From an optimization exercise on the open Yosys and OpenROAD flow, aimed at small area; shortcuts taken in it are not production practice.
In this exercise RTL edits were held to simulation tests only and were not proved equivalent to the original.

**flow/design.v**
```verilog
`timescale 1ns/1ps
`default_nettype none
module apex_core (
    input  wire        clk,
    input  wire        rst,           
    output wire [31:0] imem_addr,     
    input  wire [63:0] imem_rdata,    
    output wire        dmem_re,       
    output wire        dmem_we,       
    output wire [31:0] dmem_addr,     
    output wire [31:0] dmem_wdata,
    input  wire [31:0] dmem_rdata,    
    output wire        halted
);
    localparam [3:0] OP_STORE = 4'd0,  OP_LOAD = 4'd1,  OP_MOVC = 4'd2,
                     OP_ADD   = 4'd3,  OP_SUB  = 4'd4,  OP_AND  = 4'd5,
                     OP_OR    = 4'd6,  OP_XOR  = 4'd7,  OP_MUL  = 4'd8,
                     OP_BZ    = 4'd9,  OP_BNZ  = 4'd10, OP_JUMP = 4'd11,
                     OP_HALT  = 4'd12, OP_NOP  = 4'd13;
    localparam [31:0] CODE_BASE = 32'd4000;
    reg  [31:0] pc;
    reg  [3:0]  d_op;
    reg  [4:0]  d_rd, d_rs1, d_rs2;
    reg  [31:0] d_imm, d_pc;
    reg  [3:0]  e_op;
    reg  [4:0]  e_rd;
    reg  [31:0] e_a, e_b, e_imm, e_pc;
    reg  [3:0]  m_op;
    reg  [4:0]  m_rd;
    reg  [31:0] m_res, m_sv;
    reg  [3:0]  w_op;
    reg  [4:0]  w_rd;
    reg  [31:0] w_res;
    reg         z;           
    reg         mul_busy;    
    reg         halted_r;
    reg  [31:0] rf [0:31];
    wire run = !halted_r;
    assign halted = halted_r;
    wire w_has_dest = (w_op >= OP_LOAD) && (w_op <= OP_MUL);
    wire m_taken = ((m_op == OP_BZ)  &&  z) ||
                   ((m_op == OP_BNZ) && !z) ||
                    (m_op == OP_JUMP);
    wire m_halt  = (m_op == OP_HALT);
    wire m_has_dest = (m_op >= OP_LOAD) && (m_op <= OP_MUL);
    assign dmem_re    = run && (m_op == OP_LOAD);
    assign dmem_we    = run && (m_op == OP_STORE);
    assign dmem_addr  = m_res;
    assign dmem_wdata = m_sv;
    wire [31:0] m_out = (m_op == OP_LOAD) ? dmem_rdata : m_res;
    wire        e_kill = m_taken || m_halt;
    wire [3:0]  e_opk  = e_kill ? OP_NOP : e_op;
    wire        e_mul_first  = (e_opk == OP_MUL) && !mul_busy;
    wire        e_mul_second = (e_opk == OP_MUL) &&  mul_busy;
    wire [31:0] product = e_a * e_b;
    reg  [31:0] ex_res;
    always @(*) begin
        case (e_opk)
            OP_STORE: ex_res = e_b + e_imm;       
            OP_LOAD:  ex_res = e_a + e_imm;       
            OP_MOVC:  ex_res = e_imm;
            OP_ADD:   ex_res = e_a + e_b;
            OP_SUB:   ex_res = e_a - e_b;
            OP_AND:   ex_res = e_a & e_b;
            OP_OR:    ex_res = e_a | e_b;
            OP_XOR:   ex_res = e_a ^ e_b;
            OP_MUL:   ex_res = product;
            OP_BZ,
            OP_BNZ:   ex_res = e_pc + e_imm;      
            OP_JUMP:  ex_res = e_a + e_imm;       
            default:  ex_res = 32'd0;
        endcase
    end
    wire ex_sets_z = (e_opk == OP_ADD) || (e_opk == OP_SUB) || e_mul_second;
    wire [3:0]  ex_out_op = e_mul_first ? OP_NOP : e_opk;
    wire        ex_has_dest = (ex_out_op >= OP_LOAD) && (ex_out_op <= OP_MUL);
    wire        mul_busy_next = e_mul_first;
    wire        d_kill = e_kill || (ex_out_op == OP_HALT);
    wire [3:0]  d_opk  = d_kill ? OP_NOP : d_op;
    wire d_use_rs1 = (d_opk == OP_STORE) || (d_opk == OP_LOAD) ||
                     ((d_opk >= OP_ADD) && (d_opk <= OP_MUL)) ||
                     (d_opk == OP_JUMP);
    wire d_use_rs2 = (d_opk == OP_STORE) ||
                     ((d_opk >= OP_ADD) && (d_opk <= OP_MUL));
    reg  [31:0] opa, opb;
    reg         pend_a, pend_b;
    always @(*) begin
        pend_a = 1'b0;
        if (ex_has_dest && e_rd == d_rs1) begin
            opa    = ex_res;
            pend_a = (ex_out_op == OP_LOAD);
        end else if (m_has_dest && m_rd == d_rs1)
            opa = m_out;
        else if (w_has_dest && w_rd == d_rs1)
            opa = w_res;
        else
            opa = rf[d_rs1];
        pend_b = 1'b0;
        if (ex_has_dest && e_rd == d_rs2) begin
            opb    = ex_res;
            pend_b = (ex_out_op == OP_LOAD);
        end else if (m_has_dest && m_rd == d_rs2)
            opb = m_out;
        else if (w_has_dest && w_rd == d_rs2)
            opb = w_res;
        else
            opb = rf[d_rs2];
    end
    wire d_pending = (d_use_rs1 && pend_a) || (d_use_rs2 && pend_b);
    wire freeze    = mul_busy_next;             
    wire stall     = !freeze && d_pending;      
    wire hold      = freeze || d_pending;       
    wire [31:0] fetch_pc = m_taken ? m_res : pc;
    assign imem_addr = fetch_pc;
    wire [3:0]  f_code = imem_rdata[63:60];
    wire        f_nop  = (f_code > OP_NOP) || (ex_out_op == OP_HALT);
    wire [3:0]  f_op   = f_nop ? OP_NOP : f_code;
    integer i;
    always @(posedge clk) begin
        if (rst) begin
            pc       <= CODE_BASE;
            d_op     <= OP_NOP;
            e_op     <= OP_NOP;
            m_op     <= OP_NOP;
            w_op     <= OP_NOP;
            z        <= 1'b0;
            mul_busy <= 1'b0;
            halted_r <= 1'b0;
            for (i = 0; i < 32; i = i + 1)
                rf[i] <= 32'd0;
        end else if (run) begin
            if (w_has_dest)
                rf[w_rd] <= w_res;
            if (w_op == OP_HALT)
                halted_r <= 1'b1;
            w_op  <= m_op;
            w_rd  <= m_rd;
            w_res <= m_out;
            m_op  <= ex_out_op;
            m_rd  <= e_rd;
            m_res <= ex_res;
            m_sv  <= e_a;
            if (ex_sets_z)
                z <= (ex_res == 32'd0);
            mul_busy <= mul_busy_next;
            if (!freeze) begin
                if (stall) begin
                    e_op <= OP_NOP;
                end else begin
                    e_op  <= d_opk;
                    e_rd  <= d_rd;
                    e_a   <= opa;
                    e_b   <= opb;
                    e_imm <= d_imm;
                    e_pc  <= d_pc;
                end
            end
            if (hold) begin
                d_op <= d_opk;
            end else begin
                d_op  <= f_op;
                d_rd  <= imem_rdata[59:55];
                d_rs1 <= imem_rdata[54:50];
                d_rs2 <= imem_rdata[49:45];
                d_imm <= imem_rdata[31:0];
                d_pc  <= fetch_pc;
                pc    <= fetch_pc + 32'd4;
            end
        end
    end
endmodule
`default_nettype wire
```
**flow/constraint.sdc**
```tcl
create_clock -name core_clock -period 10.0 [get_ports {clk}]
set_input_delay 2.0000 -clock core_clock [delete_from_list [all_inputs] [get_ports {clk}]]
set_output_delay 2.0000 -clock core_clock [all_outputs]
set_load 0.01 [all_outputs]
```
**flow/run.sh**
```bash
#!/bin/bash
# synth_recipe.tcl (not shown) runs the flow's synth.tcl, then flattens the netlist and writes it again
# the make line also repeats each setting of config.mk as NAME=value (left out here)
make -C /OpenROAD-flow-scripts/flow DESIGN_CONFIG=/design/flow/config.mk WORK_HOME=/design/flow/orfs CLKGATE_MAP_FILE= SYNTH_SCRIPT=/design/flow/synth_recipe.tcl finish
```
**flow/config.mk**
```make
export PLATFORM = sky130hd
export DESIGN_NAME = apex_core
export DESIGN_NICKNAME = apex_core
export VERILOG_FILES = /design/flow/design.v
export SDC_FILE = /design/flow/constraint.sdc
export NUM_CORES = 4
export LEC_CHECK = 0
export ABC_AREA = 0
export CAP_MARGIN = 20
export CORE_MARGIN = 2
export CORE_UTILIZATION = 40
export PLACE_DENSITY = 0.6
export SLEW_MARGIN = 20
```
==> results.txt <==
## Yosys cell counts, types with 61 or more instances
| library cell | n |
|---|---|
| a21oi_1 | 166 |
| and2_1 | 1038 |
| buf_1 | 92 |
| clkbuf_1 | 458 |
| dfxtp_1 | 61 |
| edfxtp_1 | 1342 |
| fa_1 | 410 |
| ha_1 | 251 |
| inv_1 | 517 |
| mux2i_1 | 118 |
| mux4_2 | 640 |
| nand2_1 | 566 |
| nor2_1 | 520 |
| nor3_1 | 65 |
| o211ai_1 | 70 |
| o21ai_0 | 283 |
| xnor2_1 | 121 |
## worst max-delay path, stage by stage, from the launching register on
cell,delay (ns)
edfxtp_1,0.43
inv_1,0.54
buf_4,0.41
nor2_1,0.10
fa_1,0.54
fa_1,0.45
fa_1,0.52
inv_1,0.05
fa_1,0.47
inv_1,0.05
fa_1,0.48
fa_1,0.59
fa_1,0.45
fa_1,0.51
ha_1,0.44
nand4_1,0.23
o41ai_2,1.13
xnor2_1,0.21
o21ai_0,0.13
a211oi_1,0.34
buf_4,0.22
nand4_1,0.09
nor4_1,0.28
buf_4,0.21
nand3_1,0.10
o41ai_2,0.23
## kinds of logic after synthesis
group | count (synthesis) | synth area share, %
xor+xnor | 176 | 1.668
mux | 778 | 17.12
fa+ha+maj | 661 | 12.28
buf+inv | 1130 | 4.699
compound gates | 822 | 5.765
flops | 1403 | 44.93
simple gates | 2431 | 13.54
## routing by layer
layer	wire length, um	track usage [%]
met5	63	0
met4	25250	17.96
met3	33420	6.146
met2	157300	45.43
met1	122900	35.45
## layout make-up
class	count	share of cell area, %
repair buffers	446	4.092
inverters	542	1.964
well taps	3026	3.654
flip-flops and latches	1403	40.10
clock buffers	194	3.853
diodes	5	0.01207
multi-input cells	4868	45.58
clock inverters	72	0.7498
## stage by stage
stage               util [%]  worst slack [ns]  area (um^2)
global route           45.07            0.3460       103600
finish                 45.07            0.7212       103600
floorplan                  -             1.326        92420
global placement       42.74             1.043        98260
CTS                    44.91            0.8358       103200
detailed placement     42.83            0.9467        98470
## how the worst max path moves through the flow
| stage | cells past startpoint | endpoint | slack [ns] | startpoint |
|---|---|---|---|---|
| after floorplan | 5 | rf[31][0] | 1.33 | rst |
| after global placement | 31 | z | 1.04 | e_a[4] |
| after detailed placement | 27 | z | 0.95 | e_b[7] |
| after CTS | 27 | z | 0.84 | e_b[7] |
| after global routing | 27 | z | 0.35 | e_b[7] |
| final | 25 | z | 0.72 | e_b[7] |
==> results.txt <==
The worst hold path was traced through 0 stages. The final total negative setup slack is 0 ns. The category of the worst setup path launch point is a register. The number of nets in the synthesized netlist is a little over 8k. The layout cell share with drive strength beyond 1 came out at approximately 17%.

Summing over every cut layer, the via total after detailed routing is 64.54k. The largest fanout on the critical path came out at 16. Buffers inserted to repair hold after CTS numbered 0. The TritonCTS sink count came out at between 1k and 1.5k. The number of max-slew violations in the final report came to 0.

The clock slew at the register clock pins of the worst setup and hold paths came out at around 0.060 ns. The total routed wirelength came out at around 340000 um. The number of global-route vias before repair came out at roughly 66k. The count of nets after finishing is 8171.

Synthesis instantiated ~110 different standard cells from the library. Fill cells in the final layout number slightly above 20k. The portion of the clock cycle consumed by the worst path in the final layout is 92.79%. For this configuration, the core starts out at a cell density of approximately 40%.

Dividing the detail-routed via count by the number of cells gives between 6 and 7. The area added between synthesis and finish came out at 12.13%. The sequential fraction of the synthesis area is roughly 45%.

The number of placed I/O pins came out at roughly 200. The maximum clock frequency came out at 0.1078 GHz. The global routing usage summed across all routing layers is approximately 29%. Entering global routing, the biggest net connects 129 pins. Measured against its own limit, the worst slew margin works out to ~18%. The area fraction of the dominant cell type after synthesis is around 44%. The average cell area after synthesis came out at roughly 12 um^2. The final standard cell count with taps included and fillers excluded is 10.56k. The cell count after placement came out at 10.26k. Of all flip-flops after synthesis, the portion carrying an async set or reset was 0%.

The post-CTS repair timing setup buffer count is 0. The post-detailed-route DRC marker count is 0. The number of input and output port buffers inserted came out at ~180.

The register with the most flip-flops in the layout has 1024 of them. The floorplan die area came out at around 230000 um^2. The CTS buffer count came out at between 150 and 200. Counting flops per register, the top entry is rf. The horizontal die dimension came out at between 400 and 500 um. The most used flip-flop cell after synthesis is edfxtp_1. The type of the most critical hold path is reg -> reg. The smallest clock period supported by the final layout is computed as slightly above 9 ns. The wire length of the first global-routing pass is about 480000 um. The library cell used most frequently in the layout, excluding fill and tap cells, is edfxtp_1. The endpoint required time on the critical path came out at 10.72 ns. The run finished with no timing, DRC or antenna violations.

Setup violations remaining at the end of the flow were counted as 0. Max-cap violations in this run came to 0. The final worst hold slack is 0.4043 ns.

At the pin with the least slew margin, the transition time is 1.211 ns. The cell area after synthesis came out at a little over 90000 um^2. The first-pass iteration count of the detailed router is 8.

By startpoint and endpoint, the worst setup path is classified as reg -> reg. In this run the critical register-to-register path is captured at z. By area the synthesized netlist is led by edfxtp_1 (44%), mux4_2 (16%), fa_1 (8.9%). The initial antenna violation count came out at 12. The hold violation total from the final report is 0. The maximum buffer depth of the clock tree is 3. Detailed placement ended at an HPWL of 229400 um. Of all cell types, the one taking the most synthesized area is edfxtp_1. The worst hold path terminates at e_pc[25]. At the later pin of the worst-skew pair, clock insertion delay measures ~0.83 ns.

The tree is rooted in a clkbuf_16. After global routing the overflow that remains totals 0. The initialized floorplan defines 176 standard-cell rows. The core outline area is 229900 um^2. The total of cells resized after clock tree synthesis came out at 0.

In this run the vertical extent of the chip is between 400 and 500 um. The number of enable-type register cells in the synthesized netlist is around 1.3k. Setup repair after global routing left no endpoint under its margin. TritonCTS built the clock tree. The footprint of the flip-flops and latches came out at slightly above 40000 um^2. The total of warnings raised by yosys came out at 1. The data arrival time of the worst path is about 10 ns. The DRC marker count from the first detailed-route iteration is around 8k. STA classifies the critical path endpoint as a register. The startpoint identified for the worst hold timing path is d_pc[25]. The H-tree depth is 4.

In the layout the commonest cells are edfxtp_1 (1342), and2_1 (1036), mux4_2 (640). The path depth of the worst reg2reg path is 25. The worst register-to-register path begins at e_b[7]. The synthesized design contains ~1.4k register bits. The congestion estimate from routability-driven global placement came to a little over 1. The count of nets left with antenna violations once routing finished came out at 0. On the final layout, the worst clock skew is between 0.04 and 0.05 ns. The multi-input combinational cells in the finished layout cover a total of ~47000 um^2. The wire length per cell came out at 32.10 um. The cell count after synthesis came out at 7401.

## port drivers added, routing unchanged
No port has a modelled driver above. Below, the same layout with a new extraction and two added sets of constraints.
Step 1 sets driving cells, clkbuf_16 on the clock port and buf_2 on the other inputs (assumed; they add their load-dependent delay and slew).
Step 2 also shifts input and output timing later by t, the mid clock arrival at the registers, as if the neighbouring blocks saw the same clock.
a / b / c = ideal / step 1 / step 2; a / b = the first two.
t (ns): 0.905
slack for setup (ns): 0.721 / 0.721 / 0.721
pins driven straight from the clock port: 1
After both steps setup and hold are still met in this run. The setup slack of this run moves by 0.000 ns with the drivers and by 0.000 ns with both steps.
